From an optimization exercise on the open Yosys and OpenROAD flow, aimed at small area, a short achievable clock period and few clock cycles; shortcuts taken in it are not production practice.
Where RTL was checked, it was by simulation tests only, not by an equivalence proof against the original.
For run 1, only the layout was checked, not whether the RTL still works.
Power and IR drop assume default switching activity.

File: flow/run.sh
#!/bin/bash
# synth_recipe.tcl (not shown) runs the flow's synth.tcl, then flattens the netlist and writes it again
# the make line also repeats each setting of config.mk as NAME=value (left out here)
make -C /OpenROAD-flow-scripts/flow DESIGN_CONFIG=/design/flow/config.mk WORK_HOME=/design/flow/orfs CLKGATE_MAP_FILE= SYNTH_SCRIPT=/design/flow/synth_recipe.tcl finish
File: flow/config.mk
export PLATFORM = sky130hd
export DESIGN_NAME = sixel_encoder
export DESIGN_NICKNAME = sixel_encoder
export VERILOG_FILES = /design/flow/design.v
export SDC_FILE = /design/flow/constraint.sdc
export NUM_CORES = 4
export LEC_CHECK = 0
export CAP_MARGIN = 20
export CORE_MARGIN = 2
export CORE_UTILIZATION = 40
export SLEW_MARGIN = 20
File: flow/constraint.sdc
create_clock -name core_clock -period 13.0 [get_ports {clk}]
set_input_delay 2.6000 -clock core_clock [delete_from_list [all_inputs] [get_ports {clk}]]
set_output_delay 2.6000 -clock core_clock [all_outputs]
set_load 0.01 [all_outputs]
File: flow/design.v
module sixel_encoder (
    input  wire        clk,
    input  wire        rst,           
    input  wire        start,         
    input  wire [15:0] width,
    input  wire [15:0] height,
    input  wire [15:0] dbuf_base,
    input  wire [7:0]  ncols,
    output reg         busy,
    output reg         done,
    output reg  [2:0]  err_code,
    output reg         mem_req,
    output reg  [15:0] mem_addr,
    input  wire [7:0]  mem_rdata,
    output reg         out_valid,
    output reg  [7:0]  out_data,
    input  wire        out_ready
);
    localparam E_NONE    = 3'd0;
    localparam E_PRECOND = 3'd3;
    localparam E_BUS     = 3'd6;
    localparam E_CONFIG  = 3'd7;
    localparam RS_IDLE = 3'd0;
    localparam RS_CHK  = 3'd1;    
    localparam RS_RD   = 3'd2;    
    localparam RS_CAP  = 3'd3;    
    localparam RS_ADV  = 3'd4;    
    localparam RS_END  = 3'd5;    
    localparam E_IDLE  = 4'd0;
    localparam E_HASH  = 4'd1;    
    localparam E_PCD   = 4'd2;    
    localparam E_FIRST = 4'd3;    
    localparam E_ACC   = 4'd4;    
    localparam E_RUN   = 4'd5;    
    localparam E_RDIG  = 4'd6;    
    localparam E_RCH   = 4'd7;    
    localparam E_TERM  = 4'd8;    
    localparam E_FIN   = 4'd9;    
    reg [15:0] w_r;
    reg [7:0]  n_r;
    reg        w1;            
    reg [2:0]  rs;
    reg [15:0] band_base;     
    reg [15:0] rows_left;     
    reg        mb_r;          
    reg [2:0]  rl_r;          
    reg [15:0] col_rem;       
    reg        sl_r;          
    reg [2:0]  k;             
    reg        dir;           
    reg        col0;          
    reg        cend_r;        
    reg        cy;            
    reg [7:0]  pc;            
    reg        lp_r;          
    reg [1:0]  pch;           
    reg [3:0]  pct, pcu;
    reg        cq_res;        
    reg        v_d;
    reg [2:0]  k_d;
    reg        cend_d;
    reg        slast_d;
    reg [5:0]  mask;
    reg [5:0]  colq;
    reg        colq_v;
    reg        colq_l;        
    reg [3:0]  es;
    reg [5:0]  cur;
    reg [2:0]  d4;            
    reg [3:0]  d3, d2, d1, d0;
    reg [2:0]  di;
    reg        fin;
    wire       len_le3  = (d4 == 3'd0) && (d3 == 4'd0) && (d2 == 4'd0) &&
                          (d1 == 4'd0) && (d0[3:2] == 2'b00);
    wire [2:0] len_top  = (d4 != 3'd0) ? 3'd4 :
                          (d3 != 4'd0) ? 3'd3 :
                          (d2 != 4'd0) ? 3'd2 :
                          (d1 != 4'd0) ? 3'd1 : 3'd0;
    wire [2:0] pc_top   = (pch != 2'd0) ? 3'd2 : (pct != 4'd0) ? 3'd1 : 3'd0;
    wire       c0 = (d0 == 4'd9);
    wire       c1 = c0 && (d1 == 4'd9);
    wire       c2 = c1 && (d2 == 4'd9);
    wire       c3 = c2 && (d3 == 4'd9);
    wire [3:0] i0 = c0 ? 4'd0 : d0 + 4'd1;
    wire [3:0] i1 = c0 ? (c1 ? 4'd0 : d1 + 4'd1) : d1;
    wire [3:0] i2 = c1 ? (c2 ? 4'd0 : d2 + 4'd1) : d2;
    wire [3:0] i3 = c2 ? (c3 ? 4'd0 : d3 + 4'd1) : d3;
    wire [2:0] i4 = c3 ? d4 + 3'd1 : d4;
    reg [3:0] digit;
    always @(*) begin
        case (di)
            3'd4:    digit = {1'b0, d4};
            3'd3:    digit = d3;
            3'd2:    digit = d2;
            3'd1:    digit = d1;
            default: digit = d0;
        endcase
    end
    wire [7:0] sixchar = 8'h3F + {2'b00, cur};
    reg        s_valid;
    reg  [7:0] s_data;
    wire       o_free = !out_valid || out_ready;
    wire       room   = !s_valid;
    reg        emit;
    reg  [7:0] ebyte;
    always @(*) begin
        emit  = room;
        ebyte = sixchar;
        case (es)
            E_HASH:  ebyte = 8'h23;
            E_PCD:   ebyte = {4'h3, digit};
            E_RUN:   ebyte = len_le3 ? sixchar : 8'h21;
            E_RDIG:  ebyte = {4'h3, digit};
            E_RCH:   ebyte = sixchar;
            E_TERM:  ebyte = (pc == 8'd0) ? 8'h2D : 8'h24;
            default: emit  = 1'b0;
        endcase
    end
    wire consume = colq_v && (es == E_FIRST || (es == E_ACC && colq == cur)) ||
                   room && !fin && ((es == E_RUN && len_le3 && d0 == 4'd1) || es == E_RCH);
    wire       rd_any = (rs == RS_RD) || (rs == RS_ADV);
    wire       add_one = rd_any && cend_r;
    wire       add_neg = (rs == RS_RD) && !cend_r && dir;
    wire [15:0] opnd  = add_one ? 16'd0 : (add_neg ? ~w_r : w_r);
    wire [16:0] sum   = {1'b0, mem_addr} + {1'b0, opnd} + {16'd0, add_one | add_neg};
    wire       capnow  = lp_r && col0 && !dir && (k == 3'd5) && mb_r && !w_r[0];
    wire       can_res = w1 ? (!cq_res && es == E_FIRST) : (!cq_res || consume);
    wire [2:0] k_next  = dir ? (k - 3'd1) : (k + 3'd1);
    wire       kn_end  = dir ? (k_next == 3'd0) : (k_next == rl_r);
    wire       col_rem0 = (col_rem == 16'd0);
    wire       nb_more = (rows_left > 16'd12);
    wire [2:0] nb_rl   = nb_more ? 3'd5 : (rows_left[2:0] - 3'd7);
    wire       seg_odd = lp_r && w_r[0];
    always @(posedge clk) begin
        begin
            done <= 1'b0;
            v_d     <= mem_req;
            k_d     <= k;
            cend_d  <= mem_req && cend_r;
            slast_d <= sl_r;
            if (v_d) begin
                if (cend_d) begin
                    colq   <= mask | ({5'd0, mem_rdata == pc} << k_d);
                    colq_v <= 1'b1;
                    colq_l <= slast_d;
                    mask   <= 6'd0;
                    if (slast_d) begin
                        if (lp_r) begin
                            pc   <= 8'd0;
                            lp_r <= 1'b0;
                            pch  <= 2'd0;
                            pct  <= 4'd0;
                            pcu  <= 4'd0;
                        end else begin
                            pc   <= pc + 8'd1;
                            lp_r <= (pc + 8'd1 == n_r);
                            if (pcu == 4'd9) begin
                                pcu <= 4'd0;
                                if (pct == 4'd9) begin
                                    pct <= 4'd0;
                                    pch <= pch + 2'd1;
                                end else begin
                                    pct <= pct + 4'd1;
                                end
                            end else begin
                                pcu <= pcu + 4'd1;
                            end
                        end
                    end
                end else begin
                    mask   <= mask | ({5'd0, mem_rdata == pc} << k_d);
                end
            end
            case (rs)
                RS_IDLE: begin
                    w_r       <= width;
                    n_r       <= ncols;
                    rows_left <= height;
                    band_base <= dbuf_base;
                    mem_addr  <= dbuf_base;
                    col_rem   <= height;
                    cy        <= 1'b0;
                    if (start) begin
                        busy <= 1'b1;
                        rs   <= RS_CHK;
                    end
                end
                RS_CHK: begin
                    w1   <= (w_r == 16'd1);
                    mb_r <= (rows_left > 16'd6);
                    rl_r <= (rows_left > 16'd5) ? 3'd5 : (rows_left[2:0] - 3'd1);
                    if (n_r == 8'd0) begin
                        err_code <= E_PRECOND;
                        done     <= 1'b1;
                        busy     <= 1'b0;
                        rs       <= RS_IDLE;
                    end else if (w_r == 16'd0 || rows_left == 16'd0) begin
                        err_code <= E_CONFIG;
                        done     <= 1'b1;
                        busy     <= 1'b0;
                        rs       <= RS_IDLE;
                    end else if (cy && (!col_rem0 || mem_addr != 16'd0)) begin
                        err_code <= E_BUS;
                        done     <= 1'b1;
                        busy     <= 1'b0;
                        rs       <= RS_IDLE;
                    end else if (col_rem0) begin
                        err_code <= E_NONE;
                        mem_addr <= band_base;
                        col_rem  <= w_r;
                        sl_r     <= w1;
                        k        <= 3'd0;
                        dir      <= 1'b0;
                        col0     <= 1'b1;
                        cend_r   <= (rl_r == 3'd0);
                        pc       <= 8'd0;
                        lp_r     <= 1'b0;
                        pch      <= 2'd0;
                        pct      <= 4'd0;
                        pcu      <= 4'd0;
                        mem_req  <= !(w1 && rl_r == 3'd0);
                        mask     <= 6'd0;
                        rs       <= RS_RD;
                        es       <= E_HASH;
                    end else begin
                        mem_addr <= sum[15:0];
                        cy       <= sum[16];
                        col_rem  <= col_rem - 16'd1;
                    end
                end
                RS_RD: begin
                    if (mem_req && capnow) begin
                        mem_req <= 1'b0;
                        cq_res  <= 1'b1;
                        rs      <= RS_CAP;
                    end else if (mem_req) begin
                        if (!cend_r) begin
                            mem_addr <= sum[15:0];
                            k        <= k_next;
                            cend_r   <= kn_end;
                            mem_req  <= !kn_end || can_res;
                        end else begin
                            cq_res <= 1'b1;
                            if (!sl_r) begin
                                mem_addr <= sum[15:0];
                                col_rem  <= col_rem - 16'd1;
                                sl_r     <= (col_rem == 16'd2);
                                dir      <= ~dir;
                                col0     <= 1'b0;
                                cend_r   <= (rl_r == 3'd0);
                                mem_req  <= (rl_r != 3'd0);
                            end else if (lp_r && !mb_r) begin
                                mem_req <= 1'b0;
                                rs      <= RS_END;
                            end else begin
                                mem_addr <= seg_odd ? sum[15:0] : band_base;
                                if (seg_odd) band_base <= sum[15:0];
                                col_rem  <= w_r;
                                sl_r     <= w1;
                                k        <= 3'd0;
                                dir      <= 1'b0;
                                col0     <= 1'b1;
                                if (lp_r) begin
                                    rows_left <= rows_left - 16'd6;
                                    mb_r      <= nb_more;
                                    rl_r      <= nb_rl;
                                    cend_r    <= (nb_rl == 3'd0);
                                    mem_req   <= (nb_rl != 3'd0);
                                end else begin
                                    cend_r    <= (rl_r == 3'd0);
                                    mem_req   <= (rl_r != 3'd0);
                                end
                            end
                        end
                    end else begin
                        mem_req <= !cend_r || can_res;
                    end
                end
                RS_CAP: begin
                    band_base <= sum[15:0];
                    rs        <= RS_ADV;
                end
                RS_ADV: begin
                    mem_addr <= sum[15:0];
                    col_rem  <= col_rem - 16'd1;
                    sl_r     <= (col_rem == 16'd2);
                    dir      <= 1'b1;
                    col0     <= 1'b0;
                    cend_r   <= 1'b0;
                    mem_req  <= 1'b1;
                    rs       <= RS_RD;
                end
                default: ;
            endcase
            if (room) begin
                case (es)
                    E_HASH: begin
                        {d4, d3, d2, d1, d0} <= {3'd0, 4'd0, 2'd0, pch, pct, pcu};
                        di <= pc_top;
                        es <= E_PCD;
                    end
                    E_PCD: begin
                        di <= di - 3'd1;
                        if (di == 3'd0) es <= E_FIRST;
                    end
                    E_RUN: begin
                        if (len_le3) begin
                            d0 <= d0 - 4'd1;
                            if (d0 == 4'd1) begin
                                if (fin) begin
                                    es <= E_TERM;
                                end else begin
                                    cur <= colq;
                                    {d4, d3, d2, d1, d0} <= 19'd1;
                                    fin <= colq_l;
                                    es  <= colq_l ? E_RUN : E_ACC;
                                end
                            end
                        end else begin
                            di <= len_top;
                            es <= E_RDIG;
                        end
                    end
                    E_RDIG: begin
                        di <= di - 3'd1;
                        if (di == 3'd0) es <= E_RCH;
                    end
                    E_RCH: begin
                        if (fin) begin
                            es <= E_TERM;
                        end else begin
                            cur <= colq;
                            {d4, d3, d2, d1, d0} <= 19'd1;
                            fin <= colq_l;
                            es  <= colq_l ? E_RUN : E_ACC;
                        end
                    end
                    E_TERM: es <= (rs == RS_END) ? E_FIN : E_HASH;
                    default: ;
                endcase
            end
            case (es)
                E_FIRST: begin
                    if (colq_v) begin
                        cur <= colq;
                        {d4, d3, d2, d1, d0} <= 19'd1;
                        fin <= colq_l;
                        es  <= colq_l ? E_RUN : E_ACC;
                    end
                end
                E_ACC: begin
                    if (colq_v) begin
                        if (colq == cur) begin
                            {d4, d3, d2, d1, d0} <= {i4, i3, i2, i1, i0};
                            if (colq_l) begin
                                fin <= 1'b1;
                                es  <= E_RUN;
                            end
                        end else begin
                            fin <= 1'b0;
                            es  <= E_RUN;
                        end
                    end
                end
                E_FIN: begin
                    if (o_free && !s_valid) begin
                        done <= 1'b1;
                        busy <= 1'b0;
                        rs   <= RS_IDLE;
                        es   <= E_IDLE;
                    end
                end
                default: ;
            endcase
            if (o_free) begin
                out_valid <= s_valid || emit;
                out_data  <= s_valid ? s_data : ebyte;
                s_valid   <= 1'b0;
            end else if (emit) begin
                s_valid <= 1'b1;
                s_data  <= ebyte;
            end
            if (consume) begin
                colq_v <= 1'b0;
                cq_res <= 1'b0;
            end
        end
        if (rst) begin
            rs        <= RS_IDLE;
            es        <= E_IDLE;
            busy      <= 1'b0;
            done      <= 1'b0;
            mem_req   <= 1'b0;
            out_valid <= 1'b0;
            s_valid   <= 1'b0;
            cq_res    <= 1'b0;
            colq_v    <= 1'b0;
            v_d       <= 1'b0;
            cend_d    <= 1'b0;
        end
    end
endmodule
==> key figures, run 1 <==
Clocking
  – Hold Buf Count CTS: 0
  – Clock root buffer: clkbuf_16
  – Clk buf depth: 2
  – H-tree lvl count: 4
  – Postcts setup bufs: 0
  – Clock transition at path regs: ~0.080 ns
  – TritonCTS clock tree: yes
  – # resized after CTS: 0
  – Worst-Skew Late Latency: around 0.45 ns
  – Clock Sinks: 199
  – TritonCTS Buffers: 17

GRT
  – Pin count of the biggest net entering global routing: 49
  – Vias in the first global route: 9716
  – GRT Util Overall: 20.4%
  – Initial antenna violation count: 0
  – Global route overflow: 0
  – First-pass GRT wire length: roughly 51000 um

Synthesis
  – Synthesized net count: 1420
  – Mapped Cells: approximately 1300
  – Adder-cell share of the synthesized area: under 10%
  – Top_reg_cell synth: edfxtp_1
  – Number of enable flip-flop cells after synthesis: 143
  – Largest family of logic cells by synthesized area: simple AND/OR/NAND/NOR gates
  – Seq/Total Area, Yosys: between 40% and 50%
  – Post-synth top area share: between 30% and 40%
  – XOR/XNOR Fraction of Synth Area: under 10%
  – Syn Area/Cell: approximately 9.4 um^2
  – Synth Register Bits: about 200
  – Fraction of registers with async set/reset: 0%
  – Mux contribution to synthesized area: around 2.3%
  – Synth Area in Compound Gates: 17.6%
  – Synth unique cells: 90
  – Synth area leader: edfxtp_1
  – Yosys warns: 1
  – Post-synth design cell area: ~12000 um^2
  – Synth area leaders: edfxtp_1 (35%), dfxtp_1 (9.1%), ha_1 (5.3%), nor2_1 (4.3%), o21ai_0 (3.8%)
  – Post-Synth Simple-Gate Area: 19.8%

Routing
  – Residual DRC: 0
  – Vias: between 10000 and 15000
  – Initial DRC count: between 700 and 800
  – Initial DRT Pass Iterations: 8
  – DRT Wirelength: 32300 um
  – Routed len/inst: between 15 and 20 um
  – Routed Antenna Nets: 0
  – Vias per Instance: ~5.6

Setup path
  – Worst Path Arrival: 4.95 ns
  – Startpoint types: flop
  – Critical Path RT: approximately 13 ns
  – Max FO, Critical Path: 17
  – Worst setup EP type: flop
  – Crit Path Class: reg -> reg

Finish
  – Share of post-route cells with drive strength above 1: 7.09%
  – Ant. Diodes: 0
  – Commonest non-fill, non-tap cell in the layout: edfxtp_1
  – Fin nets: approximately 1500
  – Most frequent cells in the layout: edfxtp_1 (143), nor2_1 (139), nand2_1 (121)
  – Area Overhead vs Synth: 15.7%

Timing
  – Setup-failing EPs final: 0
  – Slew Limit Headroom: about a third
  – Final hold vios: 0
  – Part of the cycle the worst path needs: approximately 37%
  – F_max: around 210 MHz
  – Clk_skew: 0.0156 ns
  – Final slew viol count: 0
  – Fin Setup TNS: 0 ns
  – Tmin final: around 4.7 ns
  – Slew @ Worst Pin: around 1 ns
  – RSZ-0062 raised after global routing: no

Power and ir drop
  – Int Power: 0.00118 W
  – LEAKAGE: between 5 and 6 nW
  – Seq pwr share: between 40% and 50%
  – PnR Total Power: between 0.0015 and 0.002 W
  – Switching power: 0.000542 W
  – P per Cell Area: 121 nW/um^2
  – Switching part of the total power: between 30% and 40%
  – Worst ir drop on vdd: 0.0000711 V
  – Clk pwr share: approximately a third
  – Combinational share of power: a little over a fifth

Die
  – Chip Width: between 150 and 200 um
  – Initial Utilization: 40.4%
  – Area of the core: slightly above 30000 um^2
  – Die Y: ~180 um
  – Die ar.: between 30000 and 40000 um^2
  – Rows: 64
  – Ports: 99

Placed design
  – Post-detail-place hpwl: ~24000 um
  – Buffers on Ports: 97
  – RD Place Congestion: about 0.9

Status
  – Outcome: complete, no violations

Flow run
  – Maxcap violations: 0

Min path
  – Min-Delay Path Class: reg -> reg
==> per-layer routing <==
layer	part of all wire (%)	GRT usage [%]
met1	45	27.0
met2	49	34.4
met3	4.0	2.80
met4	2.3	7.08
met5	0	0
==> cell type report <==
cell class                      instances  area (um^2)
Clock buffer                           17          425
Fill cell                            2832        16200
Clock inverter                         15          171
Sequential cell                       199         5420
Tap cell                              396          495
Timing Repair Buffer                  110         1070
Multi-Input combinational cell        984         6390
Inverter                               57          214
==> path summary, 6_finish.rpt <==
path	from	slack, ns	cells after the start	endpoint
worst min register to register	slast_d$_DFF_P_	0.48	0	colq_l$_DFFE_PP_
worst max-delay path	rs[2]$_SDFF_PP0_	8.25	14	mem_addr[10]$_DFFE_PP_
worst max register to register	rs[2]$_SDFF_PP0_	8.25	14	mem_addr[10]$_DFFE_PP_
worst min-delay path	slast_d$_DFF_P_	0.48	0	colq_l$_DFFE_PP_
==> logic make-up (layout without fill, tap and decap cells) <==
kind of cell / after synthesis / after routing
XOR/XNOR: 92 / 92
AO/OA/AOI/OAI: 337 / 337
buffers and inverters: 114 / 199
adder cells (fa/ha/maj): 55 / 55
multiplexers: 25 / 25
other: 1 / 1
AND/OR/NAND/NOR: 474 / 474
flip-flops: 199 / 199
==> worst max-delay path, cell delays in order, from the launching register on <==
cell	delay, ns
dfxtp_1	0.66
nand2b_1	0.18
nor2_1	0.24
nor2_1	0.10
nor2b_1	0.74
nor2_1	0.16
fa_1	0.48
fa_1	0.44
a211oi_1	0.32
o21ai_0	0.18
a31oi_1	0.30
o21ai_0	0.16
xor2_1	0.17
a222oi_1	0.29
inv_1	0.06
==> through the flow <==
stage,utilization [%],setup slack (ns),cells,hold WS [ns],instance area (um^2)
floorplan,-,8.92,1297,0.346,12300
detailed placement,44.8,8.31,1746,0.456,13600
finish,46.7,8.25,1778,0.475,14200
global placement,44.8,8.49,1746,0.441,13600
CTS,46.7,8.29,1778,0.474,14200
global route,46.7,7.70,1778,0.483,14200
==> power groups by stage <==
| stage | combinational (W) | clock (W) | sequential [W] |
|---|---|---|---|
| after CTS | 0.000366 | 0.000550 | 0.000814 |
| final | 0.000366 | 0.000540 | 0.000815 |
| after global placement | 0.000360 | 0 | 0.000827 |
| after global routing | 0.000410 | 0.000573 | 0.000822 |
| after detailed placement | 0.000364 | 0 | 0.000827 |
| after floorplan | 0.000244 | 0 | 0.000808 |
==> sequential cells by signal, indices dropped and copies added (netlist names), 6 cells and up <==
signal / flops
s_data: 7
w_r: 16
pc: 8
colq: 6
n_r: 8
cur: 6
band_base: 16
out_data: 7
mask: 6
rows_left: 16
col_rem: 16
mem_addr: 16
==> cells in the mapped netlist, types with 10 or more instances <==
library cell and instances:
a222oi_1 10, mux2i_1 14, o31ai_1 12, and3_1 10, and2_1 11, nor4_1 21
dfxtp_1 56, clkbuf_1 39, a22oi_1 22, buf_2 11, or4_1 10, xnor2_1 47
inv_1 56, xor2_1 45, nand3_1 24, a211oi_1 10, nand2_1 121, a21o_1 15
nor2_1 140, nand2b_1 21, nor2b_1 14, a31oi_1 13, nor3_1 38, a21oi_1 91
ha_1 52, nor3b_1 10, o21ai_0 94, edfxtp_1 143
==> run 2, diff against run 1 <==
--- a/flow/design.v
+++ b/flow/design.v
@@ -120,7 +120,5 @@
                    room && !fin && ((es == E_RUN && len_le3 && d0 == 4'd1) || es == E_RCH);
-    wire       rd_any = (rs == RS_RD) || (rs == RS_ADV);
-    wire       add_one = rd_any && cend_r;
-    wire       add_neg = (rs == RS_RD) && !cend_r && dir;
-    wire [15:0] opnd  = add_one ? 16'd0 : (add_neg ? ~w_r : w_r);
-    wire [16:0] sum   = {1'b0, mem_addr} + {1'b0, opnd} + {16'd0, add_one | add_neg};
+    wire [15:0] opnd  = cend_r ? 16'd0 : (dir ? ~w_r : w_r);
+    wire [17:0] sum2  = {1'b0, mem_addr, 1'b1} + {1'b0, opnd, cend_r | dir};
+    wire [16:0] sum   = sum2[17:1];
     wire       capnow  = lp_r && col0 && !dir && (k == 3'd5) && mb_r && !w_r[0];
@@ -182,2 +180,4 @@
                     cy        <= 1'b0;
+                    cend_r    <= 1'b0;
+                    dir       <= 1'b0;
                     if (start) begin
@@ -234,2 +234,3 @@
                         cq_res  <= 1'b1;
+                        cend_r  <= 1'b0;       
                         rs      <= RS_CAP;
@@ -280,2 +281,3 @@
                     band_base <= sum[15:0];
+                    cend_r    <= 1'b1;         
                     rs        <= RS_ADV;
==> run 2 against run 1 <==
  * Routed wire length rose by 3.4%
  * Synthesized area rose by 0.13%
  * Die area rose by 0.13%
  * Sequential cell count did not move
==> key figures, run 2 <==
Timing
  – Slew Limit Headroom: 32.4% (-1.1 points)
  – RSZ-0062 raised after global routing: no
  – Fin Setup TNS: 0 ns (unchanged)
  – Final hold vios: 0 (unchanged)
  – Part of the cycle the worst path needs: 32.9% (-3.6 points)
  – Setup ws final: 8.72 ns (+0.465 ns)
  – Final slew viol count: 0 (unchanged)
  – Slew @ Worst Pin: 1.01 ns (+0.0149 ns)
  – F_max: 234 MHz (+11%)
  – Setup-failing EPs final: 0 (unchanged)
  – Clk_skew: 0.0165 ns (+0.000920 ns)
  – Tmin final: 4.28 ns (-0.465 ns)

Synthesis
  – Synthesized net count: 1435 (+1.1%)
  – Syn Area/Cell: 9.35 um^2 (-1.0%)
  – Fraction of registers with async set/reset: 0% (unchanged)
  – Synth unique cells: 91 (+1.1%)
  – Number of enable flip-flop cells after synthesis: 143 (unchanged)
  – Top_reg_cell synth: edfxtp_1
  – Post-synth design cell area: 12300 um^2 (+0.13%)
  – Synth area leader: edfxtp_1
  – Mapped Cells: 1312 (+1.2%)
  – Synth Register Bits: 199 (unchanged)
  – Synth area leaders: edfxtp_1 (35%), dfxtp_1 (9.1%), ha_1 (5.4%), xnor2_1 (4.6%), nor2_1 (4.4%)
  – Seq/Total Area, Yosys: 44.1% (-0.059 points)
  – Post-synth top area share: 35.0% (-0.046 points)
  – Commonest cells post-synth: edfxtp_1 (143), nor2_1 (143), nand2_1 (113)
  – Yosys warns: 1 (unchanged)

Finish
  – Fin nets: 1505 (+0.87%)
  – Final instance area: 14200 um^2 (-0.12%)
  – Share of post-route cells with drive strength above 1: 6.81% (-0.28 points)
  – Commonest non-fill, non-tap cell in the layout: edfxtp_1
  – Final Util: 46.6% (-0.18 points)
  – Area Overhead vs Synth: 15.4%
  – Most frequent cells in the layout: edfxtp_1 (143), nor2_1 (142), nand2_1 (113)
  – Fillcell total: 2940 (+3.8%)
  – Ant. Diodes: 0 (unchanged)

Setup path
  – Worst r2r src: dir$_DFFE_PP_
  – Worst Path Arrival: 1.68 ns (-3.27 ns)
  – Slowest-stage cell, CP: clkdlybuf4s50_1
  – Crit Path Class: reg -> out
  – CP bufs+invs: 1 (unchanged)
  – WP depth: 1 (-13)
  – Worst setup EP type: output pin
  – Gate family responsible for the most delay along the worst path: buffers and inverters
  – Max incr delay on CP: 0.67 ns (-0.07 ns)
  – Max FO, Critical Path: 12 (-5)
  – Crit path cell chain: clkdlybuf4s50_1
  – Worst reg2reg setup slack: 9.59 ns (+1.34 ns)
  – Reg2Reg Capture Point: band_base[15]$_DFFE_PP_
  – Cells on worst reg2reg path: 11 (-3)
  – Critical Path RT: 10.40 ns (-2.80 ns)
  – Startpoint types: flop

Min path
  – Hold Crit Depth: 0 (unchanged)
  – HP Start: k[2]$_SDFFCE_PN0P_
  – Min-Delay Path Class: reg -> reg
  – Hold EP: k_d[2]$_DFF_P_

Clocking
  – Clock Sinks: 199 (unchanged)
  – Worst-Skew Late Latency: 0.46 ns (about the same)
  – TritonCTS Buffers: 17 (unchanged)
  – Postcts setup bufs: 0 (unchanged)
  – Clock transition at path regs: 0.08 ns (about the same)
  – H-tree lvl count: 4 (unchanged)
  – Hold Buf Count CTS: 0 (unchanged)
  – Clock root buffer: clkbuf_16
  – Clk buf depth: 2 (unchanged)
  – # resized after CTS: 0 (unchanged)
  – TritonCTS clock tree: yes

GRT
  – GRT Util Overall: 21.4% (+0.96 points)
  – Vias in the first global route: 9675 (-0.42%)
  – First-pass GRT wire length: 53600 um (+4.1%)
  – Initial antenna violation count: 0 (unchanged)
  – Global route overflow: 0 (unchanged)
  – Pin count of the biggest net entering global routing: 43 (-12%)

Routing
  – Routed Antenna Nets: 0 (unchanged)
  – Routed len/inst: 18.6 um (+2.6%)
  – Initial DRT Pass Iterations: 5 (-3)
  – Initial DRC count: 832 (+14%)
  – Residual DRC: 0 (unchanged)
  – Vias per Instance: 5.71 (+1.3%)
  – Vias: 10223 (+2.0%)
  – DRT Wirelength: 33400 um (+3.4%)

Power and ir drop
  – Worst ir drop on vdd: 0.0000931 V (+31%)
  – LEAKAGE: 5.18 nW (-2.2%)
  – PnR Total Power: 0.00183 W (+6.6%)
  – P per Cell Area: 130 nW/um^2 (+6.8%)

Placed design
  – RD Place Congestion: 0.877 (-2.2%)
  – Buffers on Ports: 97 (unchanged)
  – Post-detail-place hpwl: 24700 um (+4.5%)
  – DP Area: 13600 um^2 (+0.27%)
  – DP Worst Slack: 8.59 ns (+0.276 ns)

Status
  – Outcome: complete, no violations

Die
  – Initial Utilization: 40.3% (-0.053 points)
  – Ports: 99 (unchanged)
  – Area of the core: 30400 um^2 (+0.26%)
  – Rows: 64 (unchanged)
  – Die Y: 179 um (about the same)
  – Die ar.: 32100 um^2 (+0.13%)
  – Chip Width: 179 um (about the same)

Flow run
  – Maxcap violations: 0 (unchanged)
run 2: cell count changes after synthesis, sizes merged, moves of 6 or more:
cell / before / now
o211ai: 6 / 15
inv: 57 / 51
nor3: 39 / 52
nand4: 9 / 16
nand2: 122 / 116
xnor2: 47 / 65
or2: 13 / 7
xor2: 45 / 22
or4: 12 / 2
run 2: cell type report:
class | instances | area (um^2) | area share [%]
Tap cell | 396 | 495 | 3.50
Multi-Input combinational cell | 1000 | 6430 | 45.4
Clock inverter | 15 | 118 | 0.830
Timing Repair Buffer | 113 | 1090 | 7.70
Clock buffer | 17 | 425 | 3.00
Inverter | 51 | 191 | 1.35
Sequential cell | 199 | 5420 | 38.2
run 2: per-layer routing:
metal / GRT usage [%] / wire length, um / share of wire, % / vias to the layer above
met5: 0 / 0 / 0 / -
met3: 3.94 / 1670 / 5.0 / 38
met1: 29.7 / 15400 / 46 / 4930
met4: 5.31 / 539 / 1.6 / 0
li1: - / - / - / 4961
met2: 34.5 / 15800 / 47 / 294
run 2: kinds of logic (layout without fill, tap and decap cells):
kind of cell | Yosys count | in the layout | synth area share (%)
adders and majority gates | 55 | 55 | 5.73
AOI/OAI and AO/OA | 354 | 354 | 18.4
muxes | 22 | 22 | 1.91
other | 1 | 1 | 0.0306
DFF | 199 | 199 | 44.1
xor gates and xnor gates | 87 | 87 | 6.21
buffers and inverters | 113 | 196 | 3.75
and+or+nand+nor | 481 | 481 | 19.8
run 2: worst register-to-register path: stages, from the launching register on:
cell and delay (ns):
edfxtp_1 0.34, buf_4 0.34, xnor2_1 0.18, nor2_1 0.07, ha_1 0.34, nor2b_1 0.16, o311ai_1 0.38, a21oi_1 0.26
a221o_1 0.41, a211oi_1 0.26, mux2_2 0.37, o22ai_1 0.14
run 2: worst max-delay path by stage:
stage | from | to | slack [ns]
final | mem_req$_SDFFE_PP0P_ | mem_req | 8.72
after global routing | mem_req$_SDFFE_PP0P_ | mem_req | 8.63
after CTS | mem_req$_SDFFE_PP0P_ | mem_req | 8.71
after detailed placement | mem_rdata[0] | mask[4]$_DFF_P_ | 8.59
after global placement | mem_rdata[4] | mask[4]$_DFF_P_ | 8.65
after floorplan | out_ready | s_data[0]$_DFFE_PP_ | 9.35
run 2: report_power, final:
group / leakage (nW) / switching, W / internal [W]
registers: 1.92 / 0.0000724 / 0.000748
logic: 2.98 / 0.000277 / 0.000224
clock network: 0.280 / 0.000263 / 0.000250
total: 5.18 / 0.000613 / 0.00122
run 2: per-stage QoR:
| stage | hold WS (ns) | cells |
|---|---|---|
| 6_report | 0.447 | 1791 |
| 5_1_grt | 0.458 | 1791 |
| 4_1_cts | 0.445 | 1791 |
| 3_5_place_dp | 0.435 | 1759 |
| 3_3_place_gp | 0.453 | 1759 |
| 2_1_floorplan | 0.346 | 1312 |
Testbench counts of run 2, summed over its fixed seeds: cycles 158,972.
==> run 3, diff against run 2 <==
==> flow/flow/run.sh (new file) <==
#!/bin/bash
# The standard layout (the standard.sh, unchanged synthesis and steps),
# with one change: the input and output port buffers that global placement
# inserts are sky130_fd_sc_hd__buf_2 instead of the cell buffer_ports picks
# by default (a slow, larger delay buffer). Every port is still buffered.
set -euo pipefail
export BUFFER_PORTS_ARGS="-buffer_cell sky130_fd_sc_hd__buf_2"
bash standard.sh > standard_flow.log 2>&1
==> flow/standard.sh (new file) <==
#!/bin/bash
# synth_recipe.tcl (not shown) runs the flow's synth.tcl, then flattens the netlist and writes it again
# the make line also repeats each setting of config.mk as NAME=value (left out here)
make -C /OpenROAD-flow-scripts/flow DESIGN_CONFIG=/design/flow/config.mk WORK_HOME=/design/flow/orfs CLKGATE_MAP_FILE= SYNTH_SCRIPT=/design/flow/synth_recipe.tcl "${@:-finish}"
--- a/flow/config.mk
+++ b/flow/config.mk
@@ -9,3 +9,5 @@
 export CORE_MARGIN = 2
-export CORE_UTILIZATION = 40
+export CORE_UTILIZATION = 60
+export CTS_BUF_LIST = sky130_fd_sc_hd__clkbuf_4 sky130_fd_sc_hd__clkbuf_8
+export PLACE_DENSITY = 0.72
 export SLEW_MARGIN = 20
removed: flow/run.sh
==> run 3 against run 2 <==
  * Power down 6.2%
  * Largest power group unchanged
  * Sequential power about the same
  * Synthesized area unchanged
  * Combinational power down 7.0%
  * Critical path depth stayed put
  * Sequential cell count is the same
  * Final cell count decreased by 7.1%
  * Still clean on timing, DRC and antenna
  * First-iteration DRC count decreased by 7.2%
==> key figures, run 3 <==
Status
  – Outcome: complete, no violations

Synthesis
  – Adder-cell share of the synthesized area: 5.73% (unchanged)
  – Number of enable flip-flop cells after synthesis: 143 (unchanged)
  – Post-Synth Simple-Gate Area: 19.8% (unchanged)
  – Largest family of logic cells by synthesized area: simple AND/OR/NAND/NOR gates
  – Fraction of registers with async set/reset: 0% (unchanged)
  – Synth area leader: edfxtp_1
  – Syn Area/Cell: 9.35 um^2 (unchanged)
  – Mux contribution to synthesized area: 1.91% (unchanged)
  – Seq/Total Area, Yosys: 44.1% (unchanged)
  – Synth Register Bits: 199 (unchanged)
  – Yosys warns: 1 (unchanged)
  – Synth area leaders: edfxtp_1 (35%), dfxtp_1 (9.1%), ha_1 (5.4%), xnor2_1 (4.6%), nor2_1 (4.4%)
  – Post-synth design cell area: 12300 um^2 (unchanged)
  – Synth unique cells: 91 (unchanged)
  – Synth Area in Compound Gates: 18.4% (unchanged)
  – Top_reg_cell synth: edfxtp_1
  – XOR/XNOR Fraction of Synth Area: 6.21% (unchanged)
  – Synthesized net count: 1435 (unchanged)
  – Mapped Cells: 1312 (unchanged)
  – Commonest cells post-synth: edfxtp_1 (143), nor2_1 (143), nand2_1 (113)
  – Post-synth top area share: 35.0% (unchanged)

Clocking
  – TritonCTS Buffers: 17 (unchanged)
  – Clock transition at path regs: 0.10 ns (+0.02 ns)
  – Clk buf depth: 2 (unchanged)
  – Clock Sinks: 199 (unchanged)
  – TritonCTS clock tree: yes
  – Clock root buffer: clkbuf_8
  – # resized after CTS: 0 (unchanged)
  – Hold Buf Count CTS: 0 (unchanged)
  – Worst-Skew Late Latency: 0.50 ns (+0.04 ns)
  – Postcts setup bufs: 0 (unchanged)
  – H-tree lvl count: 4 (unchanged)

Power and ir drop
  – Int Power: 0.00113 W (-7.9%)
  – Switching part of the total power: 34.6% (+1.2 points)
  – LEAKAGE: 5.13 nW (-1.0%)
  – Seq pwr share: 47.8% (+3.1 points)
  – Combinational share of power: 27.1% (-0.2 points)
  – Switching power: 0.000595 W (-2.8%)
  – Worst ir drop on vdd: 0.000116 V (+25%)
  – P per Cell Area: 128 nW/um^2 (-0.79%)
  – Clk pwr share: 25.1% (-2.8 points)

GRT
  – Initial antenna violation count: 1 (+1)
  – First-pass GRT wire length: 51100 um (-4.6%)
  – Global route overflow: 0 (unchanged)
  – Pin count of the biggest net entering global routing: 43 (unchanged)
  – Vias in the first global route: 10031 (+3.7%)
  – GRT Util Overall: 29.6% (+8.2 points)

Timing
  – Final hold vios: 0 (unchanged)
  – Fin Setup TNS: 0 ns (unchanged)
  – Tmin final: 3.85 ns (-0.429 ns)
  – Slew @ Worst Pin: 1.05 ns (+0.0442 ns)
  – Setup ws final: 9.15 ns (+0.429 ns)
  – F_max: 260 MHz (+11%)
  – Slew Limit Headroom: 29.9% (-2.4 points)
  – Final slew viol count: 0 (unchanged)
  – Part of the cycle the worst path needs: 29.6% (-3.3 points)
  – Clk_skew: 0.0249 ns (+0.00838 ns)
  – Setup-failing EPs final: 0 (unchanged)
  – RSZ-0062 raised after global routing: no

Die
  – Ports: 99 (unchanged)
  – Die Y: 147 um (-18%)
  – Area of the core: 20200 um^2 (-34%)
  – Chip Width: 147 um (-18%)
  – Rows: 52 (-19%)
  – Initial Utilization: 60.8% (+21 points)
  – Die ar.: 21600 um^2 (-33%)

Setup path
  – Cells on worst reg2reg path: 11 (unchanged)
  – Worst setup path endpoint: mem_req
  – Max FO, Critical Path: 12 (unchanged)
  – Slowest-stage cell, CP: dfxtp_1
  – Crit path cell chain: buf_2
  – Worst reg2reg setup slack: 9.44 ns (-0.15 ns)
  – Reg2Reg Capture Point: band_base[15]$_DFFE_PP_
  – Critical Path RT: 10.40 ns (about the same)
  – Gate family responsible for the most delay along the worst path: flip-flops
  – Crit Path Class: reg -> out
  – WP depth: 1 (unchanged)
  – Worst Path Arrival: 1.25 ns (-0.43 ns)
  – Max incr delay on CP: 0.56 ns (-0.11 ns)
  – CP bufs+invs: 1 (unchanged)
  – Worst r2r src: dir$_DFFE_PP_
  – Critical Path Source: mem_req$_SDFFE_PP0P_
  – Startpoint types: flop
  – Worst setup EP type: output pin

Placed design
  – Post-detail-place hpwl: 23300 um (-5.5%)
  – Buffers on Ports: 97 (unchanged)
  – RD Place Congestion: 0.902 (+2.9%)
  – DP Worst Slack: 8.98 ns (+0.391 ns)
  – Placed Cells: 1631 (-7.3%)

Routing
  – Initial DRC count: 772 (-7.2%)
  – Vias per Instance: 6.22 (+9.0%)
  – DRT Wirelength: 31400 um (-6.0%)
  – Initial DRT Pass Iterations: 5 (unchanged)
  – Vias: 10354 (+1.3%)
  – Residual DRC: 0 (unchanged)
  – Routed Antenna Nets: 0 (unchanged)
  – Routed len/inst: 18.8 um (+1.2%)

Finish
  – Non-filler cells, final: 1664 (-7.1%)
  – Fin nets: 1503 (-0.13%)
  – Fillcell total: 1669 (-43%)
  – Most frequent cells in the layout: edfxtp_1 (143), nor2_1 (142), nand2_1 (113)
  – Commonest non-fill, non-tap cell in the layout: edfxtp_1
  – Area Overhead vs Synth: 9.10%
  – Share of post-route cells with drive strength above 1: 13.8% (+7.0 points)

Flow run
  – Maxcap violations: 0 (unchanged)

Min path
  – Hold Crit Depth: 0 (unchanged)
  – Min-Delay Path Class: reg -> reg
  – HP Start: k[2]$_SDFFCE_PN0P_
-- run 3: cell counts after synthesis --
No cell type changed its count.
-- run 3: worst min path at each step --
stage / slack [ns] / end
floorplan: 0.35 / slast_d$_DFF_P_
global placement: 0.42 / k_d[2]$_DFF_P_
detailed placement: 0.42 / k_d[2]$_DFF_P_
CTS: 0.45 / k_d[2]$_DFF_P_
global route: 0.45 / k_d[2]$_DFF_P_
finish: 0.44 / k_d[2]$_DFF_P_
-- run 3: cell families after synthesis --
family	after synthesis
and+or+nand+nor	481
buffers and inverters	113
adders and majority gates	55
AOI/OAI and AO/OA	354
other	1
xor gates and xnor gates	87
muxes	22
DFF	199
-- run 3: metal layers --
| layer | wire length, um | up-vias | global-route usage (%) |
|---|---|---|---|
| li1 | - | 4966 | - |
| met1 | 12700 | 4907 | 36.4 |
| met2 | 15600 | 391 | 51.6 |
| met3 | 1850 | 90 | 4.53 |
| met4 | 1260 | 0 | 13.8 |
| met5 | 0 | - | 0 |
-- run 3: final cells by class --
| cell class | instances | area (um^2) | share of cell area, % |
|---|---|---|---|
| repair buffers | 111 | 591 | 4.41 |
| well taps | 270 | 338 | 2.52 |
| flip-flops and latches | 199 | 5420 | 40.4 |
| diodes | 1 | 2.50 | 0.0187 |
| clock buffers | 17 | 234 | 1.75 |
| clock inverters | 15 | 184 | 1.37 |
| inverters | 51 | 191 | 1.43 |
| multi-input cells | 1000 | 6430 | 48.1 |
-- run 3: power groups by stage --
stage | sequential, W | clock (W) | combinational (W)
6_report | 0.000823 | 0.000431 | 0.000467
5_1_grt | 0.000830 | 0.000461 | 0.000518
4_1_cts | 0.000820 | 0.000435 | 0.000465
3_5_place_dp | 0.000834 | 0 | 0.000461
3_3_place_gp | 0.000834 | 0 | 0.000453
2_1_floorplan | 0.000811 | 0 | 0.000340
-- run 3: per-stage QoR --
| stage | total power (W) | instance area (um^2) | util (%) | hold slack, ns |
|---|---|---|---|---|
| after floorplan | 0.00115 | 12300 | - | 0.346 |
| after global placement | 0.00129 | 13000 | 64.3 | 0.422 |
| after detailed placement | 0.00129 | 13000 | 64.3 | 0.421 |
| after CTS | 0.00172 | 13400 | 66.3 | 0.447 |
| after global routing | 0.00181 | 13400 | 66.4 | 0.450 |
| final | 0.00172 | 13400 | 66.4 | 0.443 |
==> run 4, diff against run 3 <==
--- a/flow/flow/run.sh
+++ b/flow/flow/run.sh
@@ -7,2 +7,3 @@
 export BUFFER_PORTS_ARGS="-buffer_cell sky130_fd_sc_hd__buf_2"
+export SETUP_SLACK_MARGIN=9.3
 bash standard.sh > standard_flow.log 2>&1
--- a/flow/config.mk
+++ b/flow/config.mk
@@ -10,3 +10,3 @@
 export CORE_UTILIZATION = 60
-export CTS_BUF_LIST = sky130_fd_sc_hd__clkbuf_4 sky130_fd_sc_hd__clkbuf_8
+export CTS_BUF_LIST = sky130_fd_sc_hd__clkbuf_8 sky130_fd_sc_hd__clkbuf_16
 export PLACE_DENSITY = 0.72
==> run 4 against run 3 <==
  * Critical path depth did not move
  * Critical path type unchanged
  * Critical endpoint is now mem_addr[0]
  * Still clean
  * Global-route usage increased by 0.47 points
  * Clock-buffer cell count unchanged
  * Final cell count grew 0.78%
  * Worst setup slack better by 0.11 ns
  * Combinational power up 5.1%
  * Cell area grew 2.3%
  * First-iteration DRC count down 6.2%
==> key figures, run 4 <==
Status
  – Outcome: complete, no violations

Routing
  – Vias per Instance: 6.21 (-0.21%)
  – Initial DRC count: 724 (-6.2%)
  – Residual DRC: 0 (unchanged)
  – Routed len/inst: 19.1 um (+1.3%)
  – Initial DRT Pass Iterations: 5 (unchanged)
  – DRT Wirelength: 32000 um (+2.1%)
  – Vias: 10413 (+0.57%)
  – Routed Antenna Nets: 0 (unchanged)

Synthesis
  – Post-synth design cell area: 12300 um^2 (unchanged)
  – Synth Register Bits: 199 (unchanged)
  – Number of enable flip-flop cells after synthesis: 143 (unchanged)
  – Yosys warns: 1 (unchanged)
  – Commonest cells post-synth: edfxtp_1 (143), nor2_1 (143), nand2_1 (113)
  – Largest family of logic cells by synthesized area: simple AND/OR/NAND/NOR gates
  – Synthesized net count: 1435 (unchanged)
  – Synth Area in Compound Gates: 18.4% (unchanged)
  – Post-Synth Simple-Gate Area: 19.8% (unchanged)
  – Fraction of registers with async set/reset: 0% (unchanged)
  – Synth area leaders: edfxtp_1 (35%), dfxtp_1 (9.1%), ha_1 (5.4%), xnor2_1 (4.6%), nor2_1 (4.4%)
  – Syn Area/Cell: 9.35 um^2 (unchanged)
  – Post-synth top area share: 35.0% (unchanged)
  – Synth unique cells: 91 (unchanged)
  – Top_reg_cell synth: edfxtp_1
  – Adder-cell share of the synthesized area: 5.73% (unchanged)
  – Mapped Cells: 1312 (unchanged)
  – Synth area leader: edfxtp_1
  – Mux contribution to synthesized area: 1.91% (unchanged)
  – Seq/Total Area, Yosys: 44.1% (unchanged)
  – XOR/XNOR Fraction of Synth Area: 6.21% (unchanged)

Setup path
  – Startpoint types: flop
  – Worst r2r src: dir$_DFFE_PP_
  – Reg2Reg Capture Point: band_base[15]$_DFFE_PP_
  – Slowest-stage cell, CP: edfxtp_1
  – Max FO, Critical Path: 4 (-8)
  – Crit Path Class: reg -> out
  – Worst setup EP type: output pin
  – Worst Path Arrival: 1.14 ns (-0.11 ns)
  – Cells on worst reg2reg path: 11 (unchanged)
  – CP bufs+invs: 1 (unchanged)
  – WP depth: 1 (unchanged)
  – Gate family responsible for the most delay along the worst path: flip-flops
  – Max incr delay on CP: 0.50 ns (-0.06 ns)
  – Critical Path RT: 10.40 ns (about the same)
  – Crit path cell chain: buf_2
  – Worst reg2reg setup slack: 9.54 ns (+0.10 ns)

GRT
  – First-pass GRT wire length: 51900 um (+1.5%)
  – Pin count of the biggest net entering global routing: 43 (unchanged)
  – GRT Util Overall: 30.1% (+0.47 points)
  – Vias in the first global route: 10150 (+1.2%)
  – Global route overflow: 0 (unchanged)
  – Initial antenna violation count: 0 (-1)

Placed design
  – Buffers on Ports: 97 (unchanged)
  – Placed Cells: 1631 (unchanged)
  – Post-detail-place hpwl: 23300 um (unchanged)
  – RD Place Congestion: 0.902 (unchanged)

Timing
  – F_max: 268 MHz (+3.1%)
  – Fin Setup TNS: 0 ns (unchanged)
  – Slew @ Worst Pin: 1.04 ns (-0.0109 ns)
  – Tmin final: 3.74 ns (-0.114 ns)
  – Clk_skew: 0.0146 ns (-0.0103 ns)
  – Setup-failing EPs final: 0 (unchanged)
  – Final hold vios: 0 (unchanged)
  – RSZ-0062 raised after global routing: yes
  – Slew Limit Headroom: 30.3% (+0.35 points)
  – Part of the cycle the worst path needs: 28.8% (-0.88 points)
  – Final slew viol count: 0 (unchanged)

Die
  – Die ar.: 21600 um^2 (unchanged)
  – Rows: 52 (unchanged)
  – Die Y: 147 um (unchanged)
  – Initial Utilization: 60.8% (unchanged)
  – Area of the core: 20200 um^2 (unchanged)
  – Ports: 99 (unchanged)
  – Chip Width: 147 um (unchanged)

Clocking
  – TritonCTS clock tree: yes
  – TritonCTS Buffers: 17 (unchanged)
  – Worst-Skew Late Latency: 0.44 ns (-0.06 ns)
  – Clock root buffer: clkbuf_16
  – Clock transition at path regs: 0.08 ns (-0.02 ns)
  – H-tree lvl count: 4 (unchanged)
  – Clk buf depth: 2 (unchanged)
  – Clock Sinks: 199 (unchanged)
  – Hold Buf Count CTS: 0 (unchanged)

Min path
  – Hold Crit Depth: 0 (unchanged)
  – Hold EP: k_d[2]$_DFF_P_
  – Min-Delay Path Class: reg -> reg
  – HP Start: k[2]$_SDFFCE_PN0P_

Power and ir drop
  – Seq pwr share: 43.8% (-4.0 points)
  – Combinational share of power: 26.2% (-0.9 points)
  – P per Cell Area: 137 nW/um^2 (+6.3%)
  – LEAKAGE: 5.29 nW (+3.2%)
  – Int Power: 0.00125 W (+11%)
  – Switching part of the total power: 33.1% (-1.5 points)
  – PnR Total Power: 0.00187 W (+8.8%)
  – Worst ir drop on vdd: 0.000123 V (+6.0%)
  – Switching power: 0.000619 W (+4.0%)
  – Clk pwr share: 30.0% (+4.9 points)

Finish
  – Non-filler cells, final: 1677 (+0.78%)
  – Share of post-route cells with drive strength above 1: 14.7% (+0.93 points)
  – Most frequent cells in the layout: edfxtp_1 (143), nor2_1 (142), nand2_1 (113)
  – Area Overhead vs Synth: 11.6%
  – Ant. Diodes: 0 (-1)
  – Commonest non-fill, non-tap cell in the layout: edfxtp_1
  – Fin nets: 1517 (+0.93%)
  – Final Util: 67.9% (+1.5 points)

Flow run
  – Maxcap violations: 0 (unchanged)
==> run 4: cell counts after synthesis <==
Identical to the previous run, type by type.
==> run 4: per-stage QoR <==
stage	hold WS (ns)	cell area (um^2)	setup slack [ns]
floorplan	0.346	12300	9.35
global placement	0.422	13000	9.06
detailed placement	0.421	13000	8.98
CTS	0.441	13600	9.25
global route	0.448	13700	9.23
finish	0.439	13700	9.26
==> run 4: repair_timing <==
action	4_1_cts	5_1_grt
setup endpoints to repair	6	13
buffers inserted	3	10
resized for setup	1	4
==> run 4: layer usage <==
| metal | vias up | share of wire, % | global-route usage (%) | wire length (um) |
|---|---|---|---|---|
| met1 | 4920 | 40 | 37.0 | 12800 |
| met3 | 97 | 5.7 | 4.25 | 1820 |
| met4 | 0 | 4.4 | 14.3 | 1400 |
| met5 | - | 0 | 0 | 0 |
| met2 | 392 | 50 | 52.5 | 16000 |
| li1 | 5004 | - | - | - |
==> run 4: worst max path at each step <==
stage	endpoint	from
floorplan	s_data[0]$_DFFE_PP_	out_ready
global placement	mask[4]$_DFF_P_	mem_rdata[6]
detailed placement	mask[5]$_DFF_P_	mem_rdata[0]
CTS	mem_addr[0]	mem_addr[0]$_DFFE_PP_
global route	mem_addr[0]	mem_addr[0]$_DFFE_PP_
finish	mem_addr[0]	mem_addr[0]$_DFFE_PP_
==> run 4: area by class of cell <==
cell class / count / area [um^2]
Fill cell: 1636 / 6470
Multi-Input combinational cell: 1000 / 6430
Sequential cell: 199 / 5420
Timing Repair Buffer: 125 / 709
Clock buffer: 17 / 425
Tap cell: 270 / 338
Inverter: 51 / 191
Clock inverter: 15 / 184
==> run 4: power by group through the flow <==
stage	combinational (W)	sequential (W)	clock, W
3_5_place_dp	0.000461	0.000834	0
2_1_floorplan	0.000340	0.000811	0
5_1_grt	0.000542	0.000826	0.000591
4_1_cts	0.000473	0.000820	0.000565
6_report	0.000491	0.000819	0.000561
3_3_place_gp	0.000453	0.000834	0
==> run 4: kinds of logic (layout without fill, tap and decap cells) <==
kind of cell / count (synthesis) / after routing
buffers and inverters: 113 / 208
other: 1 / 1
multiplexers: 22 / 22
AO/OA/AOI/OAI: 354 / 354
XOR/XNOR: 87 / 87
adder cells (fa/ha/maj): 55 / 55
AND/OR/NAND/NOR: 481 / 481
flip-flops: 199 / 199
==> run 5, diff against run 4 <==
--- a/flow/flow/run.sh
+++ b/flow/flow/run.sh
@@ -7,3 +7,2 @@
 export BUFFER_PORTS_ARGS="-buffer_cell sky130_fd_sc_hd__buf_2"
-export SETUP_SLACK_MARGIN=9.3
 bash standard.sh > standard_flow.log 2>&1
==> run 5 against run 4 <==
  * Clock skew increased by 0.0036 ns
  * Utilization shrank 0.60 points
  * Clock-buffer cell count is the same
  * Non-clock buffer count is 14 lower
  * Global-route usage is 0.080 points lower
  * Critical path depth unchanged
  * Maximum frequency is 1.5% lower
  * Register-to-register slack worse by 0.16 ns
==> key figures, run 5 <==
Placed design
  – Post-detail-place hpwl: 23300 um (unchanged)
  – DP Area: 13000 um^2 (unchanged)
  – Placed Cells: 1631 (unchanged)
  – Buffers on Ports: 97 (unchanged)
  – RD Place Congestion: 0.902 (unchanged)

Setup path
  – Startpoint types: flop
  – Worst r2r src: dir$_DFFE_PP_
  – Critical Path RT: 10.40 ns (about the same)
  – Worst setup EP type: output pin
  – Cells on worst reg2reg path: 11 (unchanged)
  – Crit path cell chain: buf_2
  – Crit Path Class: reg -> out
  – Reg2Reg Capture Point: band_base[15]$_DFFE_PP_
  – Max incr delay on CP: 0.54 ns (+0.04 ns)
  – Gate family responsible for the most delay along the worst path: flip-flops
  – Worst Path Arrival: 1.20 ns (+0.06 ns)
  – Slowest-stage cell, CP: dfxtp_1
  – CP bufs+invs: 1 (unchanged)
  – Max FO, Critical Path: 12 (+8)
  – Worst reg2reg setup slack: 9.38 ns (-0.16 ns)

Clocking
  – Clock transition at path regs: 0.07 ns (about the same)
  – Clock Sinks: 199 (unchanged)
  – Worst-Skew Late Latency: 0.45 ns (about the same)
  – Clk buf depth: 2 (unchanged)
  – TritonCTS clock tree: yes
  – H-tree lvl count: 4 (unchanged)
  – TritonCTS Buffers: 17 (unchanged)
  – Hold Buf Count CTS: 0 (unchanged)
  – # resized after CTS: 0 (-1)
  – Clock root buffer: clkbuf_16
  – Postcts setup bufs: 0 (-3)

Die
  – Chip Width: 147 um (unchanged)
  – Ports: 99 (unchanged)
  – Initial Utilization: 60.8% (unchanged)
  – Rows: 52 (unchanged)
  – Area of the core: 20200 um^2 (unchanged)
  – Die ar.: 21600 um^2 (unchanged)
  – Die Y: 147 um (unchanged)

Timing
  – Setup-failing EPs final: 0 (unchanged)
  – Hold WS: 0.438 ns (-0.000962 ns)
  – RSZ-0062 raised after global routing: no
  – Final hold vios: 0 (unchanged)
  – Part of the cycle the worst path needs: 29.2% (+0.45 points)
  – Fin Setup TNS: 0 ns (unchanged)
  – Clk_skew: 0.0182 ns (+0.00362 ns)
  – Slew @ Worst Pin: 1.05 ns (+0.0145 ns)
  – Final slew viol count: 0 (unchanged)
  – Slew Limit Headroom: 29.3% (-0.97 points)
  – F_max: 263 MHz (-1.5%)
  – Tmin final: 3.80 ns (+0.0584 ns)

Synthesis
  – Synth unique cells: 91 (unchanged)
  – Synthesized net count: 1435 (unchanged)
  – Syn Area/Cell: 9.35 um^2 (unchanged)
  – Fraction of registers with async set/reset: 0% (unchanged)
  – Synth area leaders: edfxtp_1 (35%), dfxtp_1 (9.1%), ha_1 (5.4%), xnor2_1 (4.6%), nor2_1 (4.4%)
  – Seq/Total Area, Yosys: 44.1% (unchanged)
  – Post-synth top area share: 35.0% (unchanged)
  – Number of enable flip-flop cells after synthesis: 143 (unchanged)
  – Synth Register Bits: 199 (unchanged)
  – Commonest cells post-synth: edfxtp_1 (143), nor2_1 (143), nand2_1 (113)
  – Synth area leader: edfxtp_1
  – Post-synth design cell area: 12300 um^2 (unchanged)
  – Mapped Cells: 1312 (unchanged)
  – Yosys warns: 1 (unchanged)
  – Top_reg_cell synth: edfxtp_1

Power and ir drop
  – Switching part of the total power: 33.2% (+0.16 points)
  – LEAKAGE: 5.21 nW (-1.4%)
  – Worst ir drop on vdd: 0.000121 V (-1.9%)
  – Clk pwr share: 30.3% (+0.3 points)
  – Switching power: 0.000617 W (-0.36%)
  – Int Power: 0.00124 W (-1.1%)
  – P per Cell Area: 137 nW/um^2 (about the same)
  – Seq pwr share: 44.4% (+0.6 points)
  – Combinational share of power: 25.3% (-0.9 points)

Routing
  – Initial DRT Pass Iterations: 8 (+3)
  – DRT Wirelength: 31900 um (-0.25%)
  – Vias per Instance: 6.22 (+0.17%)
  – Routed len/inst: 19.2 um (+0.59%)
  – Vias: 10344 (-0.66%)
  – Initial DRC count: 747 (+3.2%)
  – Residual DRC: 0 (unchanged)
  – Routed Antenna Nets: 0 (unchanged)

Min path
  – Min-Delay Path Class: reg -> reg
  – Hold Crit Depth: 0 (unchanged)
  – HP Start: k[2]$_SDFFCE_PN0P_
  – Hold EP: k_d[2]$_DFF_P_

GRT
  – GRT Util Overall: 30.0% (-0.080 points)
  – Pin count of the biggest net entering global routing: 43 (unchanged)
  – Initial antenna violation count: 0 (unchanged)
  – Vias in the first global route: 10108 (-0.41%)
  – First-pass GRT wire length: 51800 um (-0.17%)
  – Global route overflow: 0 (unchanged)

Finish
  – Commonest non-fill, non-tap cell in the layout: edfxtp_1
  – Fillcell total: 1649 (+0.79%)
  – Share of post-route cells with drive strength above 1: 13.9% (-0.86 points)
  – Fin nets: 1503 (-0.92%)
  – Most frequent cells in the layout: edfxtp_1 (143), nor2_1 (142), nand2_1 (113)
  – Final Util: 67.3% (-0.60 points)
  – Non-filler cells, final: 1663 (-0.83%)
  – Final instance area: 13600 um^2 (-0.88%)
  – Ant. Diodes: 0 (unchanged)
  – Area Overhead vs Synth: 10.7%

Status
  – Outcome: complete, no violations

Flow run
  – Maxcap violations: 0 (unchanged)
run 5: kinds of logic (layout without fill, tap and decap cells):
group	after synthesis	count (layout)	synth area share [%]
AOI/OAI and AO/OA	354	354	18.4
xor gates and xnor gates	87	87	6.21
adders and majority gates	55	55	5.73
buffers and inverters	113	194	3.75
DFF	199	199	44.1
muxes	22	22	1.91
other	1	1	0.0306
and+or+nand+nor	481	481	19.8
run 5: how the worst max path moves through the flow:
stage                              end  cells after the start            startpoint  slack (ns)
3_5_place_dp           mask[5]$_DFF_P_                      7          mem_rdata[0]        8.98
6_report                       mem_req                      1  mem_req$_SDFFE_PP0P_        9.20
2_1_floorplan      s_data[0]$_DFFE_PP_                      2             out_ready        9.35
3_3_place_gp           mask[4]$_DFF_P_                      7          mem_rdata[6]        9.06
4_1_cts                        mem_req                      1  mem_req$_SDFFE_PP0P_        9.20
5_1_grt        band_base[15]$_DFFE_PP_                     11         dir$_DFFE_PP_        9.10
run 5: power groups by stage:
stage / registers, W / logic (W) / clock network, W
2_1_floorplan: 0.000811 / 0.000340 / 0
3_3_place_gp: 0.000834 / 0.000453 / 0
3_5_place_dp: 0.000834 / 0.000461 / 0
4_1_cts: 0.000821 / 0.000467 / 0.000565
5_1_grt: 0.000830 / 0.000519 / 0.000591
6_report: 0.000824 / 0.000469 / 0.000563
run 5: area by class of cell:
class	count	area, um^2	share of cell area (%)
multi-input cells	1000	6440	47.4
flip-flops and latches	199	5420	39.9
clock inverters	15	184	1.35
inverters	51	191	1.41
repair buffers	111	591	4.35
clock buffers	17	425	3.13
well taps	270	338	2.49
run 5: layer usage:
| metal | vias to the layer above | share of wire (%) | wire [um] | track usage, % |
|---|---|---|---|---|
| met5 | - | 0 | 0 | 0 |
| met3 | 96 | 5.5 | 1770 | 4.32 |
| met2 | 380 | 50 | 16000 | 52.4 |
| li1 | 4970 | - | - | - |
| met1 | 4898 | 40 | 12900 | 37.1 |
| met4 | 0 | 4.0 | 1280 | 13.6 |
run 5: through the flow:
step                      power (W)  setup WS, ns
after floorplan             0.00115          9.35
after global placement      0.00129          9.06
after detailed placement    0.00129          8.98
after CTS                   0.00185          9.20
after global routing        0.00194          9.10
final                       0.00186          9.20
==> run 6, diff against run 5 <==
--- a/flow/config.mk
+++ b/flow/config.mk
@@ -9,5 +9,3 @@
 export CORE_MARGIN = 2
-export CORE_UTILIZATION = 60
-export CTS_BUF_LIST = sky130_fd_sc_hd__clkbuf_8 sky130_fd_sc_hd__clkbuf_16
-export PLACE_DENSITY = 0.72
+export CORE_UTILIZATION = 40
 export SLEW_MARGIN = 20
==> run 6 against run 5 <==
  * Utilization decreased by 22 points
  * Register-to-register slack improved by 0.32 ns
  * Critical path depth unchanged
  * Sequential cell count unchanged
  * Sequential share of layout area decreased by 0.47 points
  * Maximum frequency decreased by 1.3%
==> key figures, run 6 <==
Setup path
  – Startpoint types: flop
  – Slowest-stage cell, CP: dfxtp_1
  – Max FO, Critical Path: 12 (unchanged)
  – Worst setup EP type: output pin
  – Critical Path RT: 10.40 ns (about the same)
  – CP bufs+invs: 1 (unchanged)
  – Max incr delay on CP: 0.56 ns (+0.02 ns)
  – Gate family responsible for the most delay along the worst path: flip-flops
  – Cells on worst reg2reg path: 11 (unchanged)
  – Crit Path Class: reg -> out
  – WP depth: 1 (unchanged)
  – Worst Path Arrival: 1.25 ns (+0.05 ns)
  – Crit path cell chain: buf_2

Flow run
  – Maxcap violations: 0 (unchanged)

Synthesis
  – Synthesized net count: 1435 (unchanged)
  – Synth area leaders: edfxtp_1 (35%), dfxtp_1 (9.1%), ha_1 (5.4%), xnor2_1 (4.6%), nor2_1 (4.4%)
  – Synth Register Bits: 199 (unchanged)
  – Post-synth design cell area: 12300 um^2 (unchanged)
  – Mapped Cells: 1312 (unchanged)
  – Syn Area/Cell: 9.35 um^2 (unchanged)
  – Synth unique cells: 91 (unchanged)
  – Seq/Total Area, Yosys: 44.1% (unchanged)
  – Commonest cells post-synth: edfxtp_1 (143), nor2_1 (143), nand2_1 (113)
  – Top_reg_cell synth: edfxtp_1
  – Yosys warns: 1 (unchanged)
  – Synth area leader: edfxtp_1
  – Fraction of registers with async set/reset: 0% (unchanged)
  – Post-synth top area share: 35.0% (unchanged)
  – Number of enable flip-flop cells after synthesis: 143 (unchanged)

Power and ir drop
  – Switching power: 0.000616 W (-0.14%)
  – P per Cell Area: 135 nW/um^2 (-0.95%)
  – Int Power: 0.00124 W (+0.42%)
  – Clk pwr share: 30.3% (about the same)
  – PnR Total Power: 0.00186 W (+0.24%)
  – LEAKAGE: 5.22 nW (about the same)
  – Switching part of the total power: 33.1% (-0.12 points)
  – Worst ir drop on vdd: 0.000100 V (-17%)
  – Seq pwr share: 44.2% (-0.2 points)
  – Combinational share of power: 25.5% (+0.2 points)

Die
  – Rows: 64 (+23%)
  – Die ar.: 32100 um^2 (+49%)
  – Ports: 99 (unchanged)
  – Die Y: 179 um (+22%)
  – Chip Width: 179 um (+22%)
  – Area of the core: 30400 um^2 (+51%)
  – Initial Utilization: 40.3% (-21 points)

Placed design
  – RD Place Congestion: 0.888 (-1.6%)
  – Placed Cells: 1756 (+7.7%)
  – DP Area: 13100 um^2 (+1.2%)
  – Buffers on Ports: 97 (unchanged)
  – DP Worst Slack: 8.95 ns (-0.0260 ns)
  – Post-detail-place hpwl: 24300 um (+4.3%)

Clocking
  – Postcts setup bufs: 0 (unchanged)
  – TritonCTS clock tree: yes
  – # resized after CTS: 0 (unchanged)
  – Worst-Skew Late Latency: 0.46 ns (about the same)
  – Clock root buffer: clkbuf_16
  – Hold Buf Count CTS: 0 (unchanged)
  – Clock transition at path regs: 0.08 ns (about the same)
  – H-tree lvl count: 4 (unchanged)
  – Clk buf depth: 2 (unchanged)
  – Clock Sinks: 199 (unchanged)
  – TritonCTS Buffers: 17 (unchanged)

Routing
  – Routed len/inst: 18.5 um (-3.8%)
  – Initial DRT Pass Iterations: 6 (-2)
  – Residual DRC: 0 (unchanged)
  – Vias per Instance: 5.71 (-8.2%)
  – Routed Antenna Nets: 0 (unchanged)
  – DRT Wirelength: 33000 um (+3.5%)
  – Vias: 10214 (-1.3%)
  – Initial DRC count: 970 (+30%)

GRT
  – Pin count of the biggest net entering global routing: 43 (unchanged)
  – First-pass GRT wire length: 52900 um (+2.1%)
  – Global route overflow: 0 (unchanged)
  – GRT Util Overall: 21.2% (-8.9 points)
  – Vias in the first global route: 9684 (-4.2%)
  – Initial antenna violation count: 0 (unchanged)

Finish
  – Fin nets: 1502 (-0.067%)
  – Share of post-route cells with drive strength above 1: 13.8% (-0.062 points)
  – Ant. Diodes: 0 (unchanged)
  – Area Overhead vs Synth: 12.0%
  – Non-filler cells, final: 1788 (+7.5%)
  – Commonest non-fill, non-tap cell in the layout: edfxtp_1
  – Final instance area: 13700 um^2 (+1.2%)
  – Area of the multi-input gates: 6440 um^2 (about the same)
  – Most frequent cells in the layout: edfxtp_1 (143), nor2_1 (141), nand2_1 (113)
  – Fillcell total: 2988 (+81%)
  – Register area: 5420 um^2 (unchanged)

Min path
  – Min-Delay Path Class: reg -> reg
  – Hold Crit Depth: 0 (unchanged)

Timing
  – Setup-failing EPs final: 0 (unchanged)
  – Fin Setup TNS: 0 ns (unchanged)
  – Part of the cycle the worst path needs: 29.6% (+0.39 points)
  – Slew @ Worst Pin: 0.964 ns (-0.0905 ns)
  – Clk_skew: 0.0156 ns (-0.00260 ns)
  – Final hold vios: 0 (unchanged)
  – Setup ws final: 9.15 ns (-0.0509 ns)
  – F_max: 260 MHz (-1.3%)
  – Tmin final: 3.85 ns (+0.0509 ns)
  – Final slew viol count: 0 (unchanged)
  – Slew Limit Headroom: 35.2% (+5.9 points)
  – RSZ-0062 raised after global routing: no

Status
  – Outcome: complete, no violations
## run 6: cell count changes in the layout (fill, tap and decap cells not counted), sizes merged
| cell | change |
|---|---|
| buf | -1 |
| clkinv | -1 |
| clkbuf | +3 |
| bufinv | -1 |
| inv | -1 |
## run 6: power groups by stage
stage / Clock, W / Combinational, W / Sequential [W]
after global routing: 0.000599 / 0.000526 / 0.000828
final: 0.000564 / 0.000474 / 0.000822
after global placement: 0 / 0.000460 / 0.000835
after detailed placement: 0 / 0.000468 / 0.000833
after floorplan: 0 / 0.000340 / 0.000811
after CTS: 0.000575 / 0.000471 / 0.000820
## run 6: cell families (layout without fill, tap and decap cells)
kind of cell               Yosys count  after routing  synth area share (%)
AOI/OAI and AO/OA                  354            354                  18.4
xor gates and xnor gates            87             87                  6.21
DFF                                199            199                  44.1
and+or+nand+nor                    481            481                  19.8
other                                1              1                0.0306
muxes                               22             22                  1.91
buffers and inverters              113            193                  3.75
adders and majority gates           55             55                  5.73
## run 6: layer usage
layer / GRT usage, % / part of all wire (%) / vias up
li1: - / - / 4965
met1: 28.5 / 46 / 4865
met2: 34.0 / 46 / 332
met3: 3.80 / 6.1 / 52
met4: 7.59 / 2.3 / 0
met5: 0 / 0 / -
## run 6: path summary, 6_finish.rpt
check | start | endpoint | slack, ns
worst max-delay path | mem_req$_SDFFE_PP0P_ | mem_req | 9.15
worst min-delay path | k[2]$_SDFFCE_PN0P_ | k_d[2]$_DFF_P_ | 0.45
worst max register to register | dir$_DFFE_PP_ | band_base[15]$_DFFE_PP_ | 9.70
worst min register to register | k[2]$_SDFFCE_PN0P_ | k_d[2]$_DFF_P_ | 0.45
## run 6: through the flow
step	util (%)	hold slack, ns
floorplan	-	0.346
global placement	43.1	0.438
detailed placement	43.1	0.437
CTS	45.2	0.444
global route	45.2	0.454
finish	45.2	0.449
## run 6: final cells by class
class,instances,share of cell area (%)
clock buffers,20,3.56
flip-flops and latches,199,39.4
multi-input cells,1000,46.8
clock inverters,12,0.947
well taps,396,3.61
repair buffers,110,4.24
inverters,51,1.39

[port drivers added, routing unchanged]
Ports are ideal in the flow. The routed layouts listed here were re-timed in OpenROAD. Step 1 assumes that a clkbuf_16 drives the clock port and a buf_2 every other input. Step 2 also shifts input and output timing later by t, the mid clock arrival at the registers, as if the neighbouring blocks saw the same clock. a / b / c = ideal / step 1 / step 2; a / b = the first two.
| run | t, ns | slack for setup (ns) | clock arrival spread, ns |
|---|---|---|---|
| run 1 | 0.491 | 8.253 / 8.253 / 8.253 | 0.016 / 0.016 |
| run 2 | 0.499 | 8.718 / 8.667 / 8.639 | 0.017 / 0.017 |
| run 3 | 0.528 | 9.148 / 9.104 / 8.974 | 0.024 / 0.025 |
| run 4 | 0.485 | 9.262 / 9.215 / 8.982 | 0.015 / 0.014 |
| run 5 | 0.489 | 9.204 / 9.156 / 8.987 | 0.018 / 0.018 |
| run 6 | 0.503 | 9.153 / 9.100 / 8.954 | 0.015 / 0.016 |
After both steps every run listed still meets setup and hold. The setup slack of run 4, which loses most, moves by -0.047 ns with the drivers and by -0.280 ns with both steps.
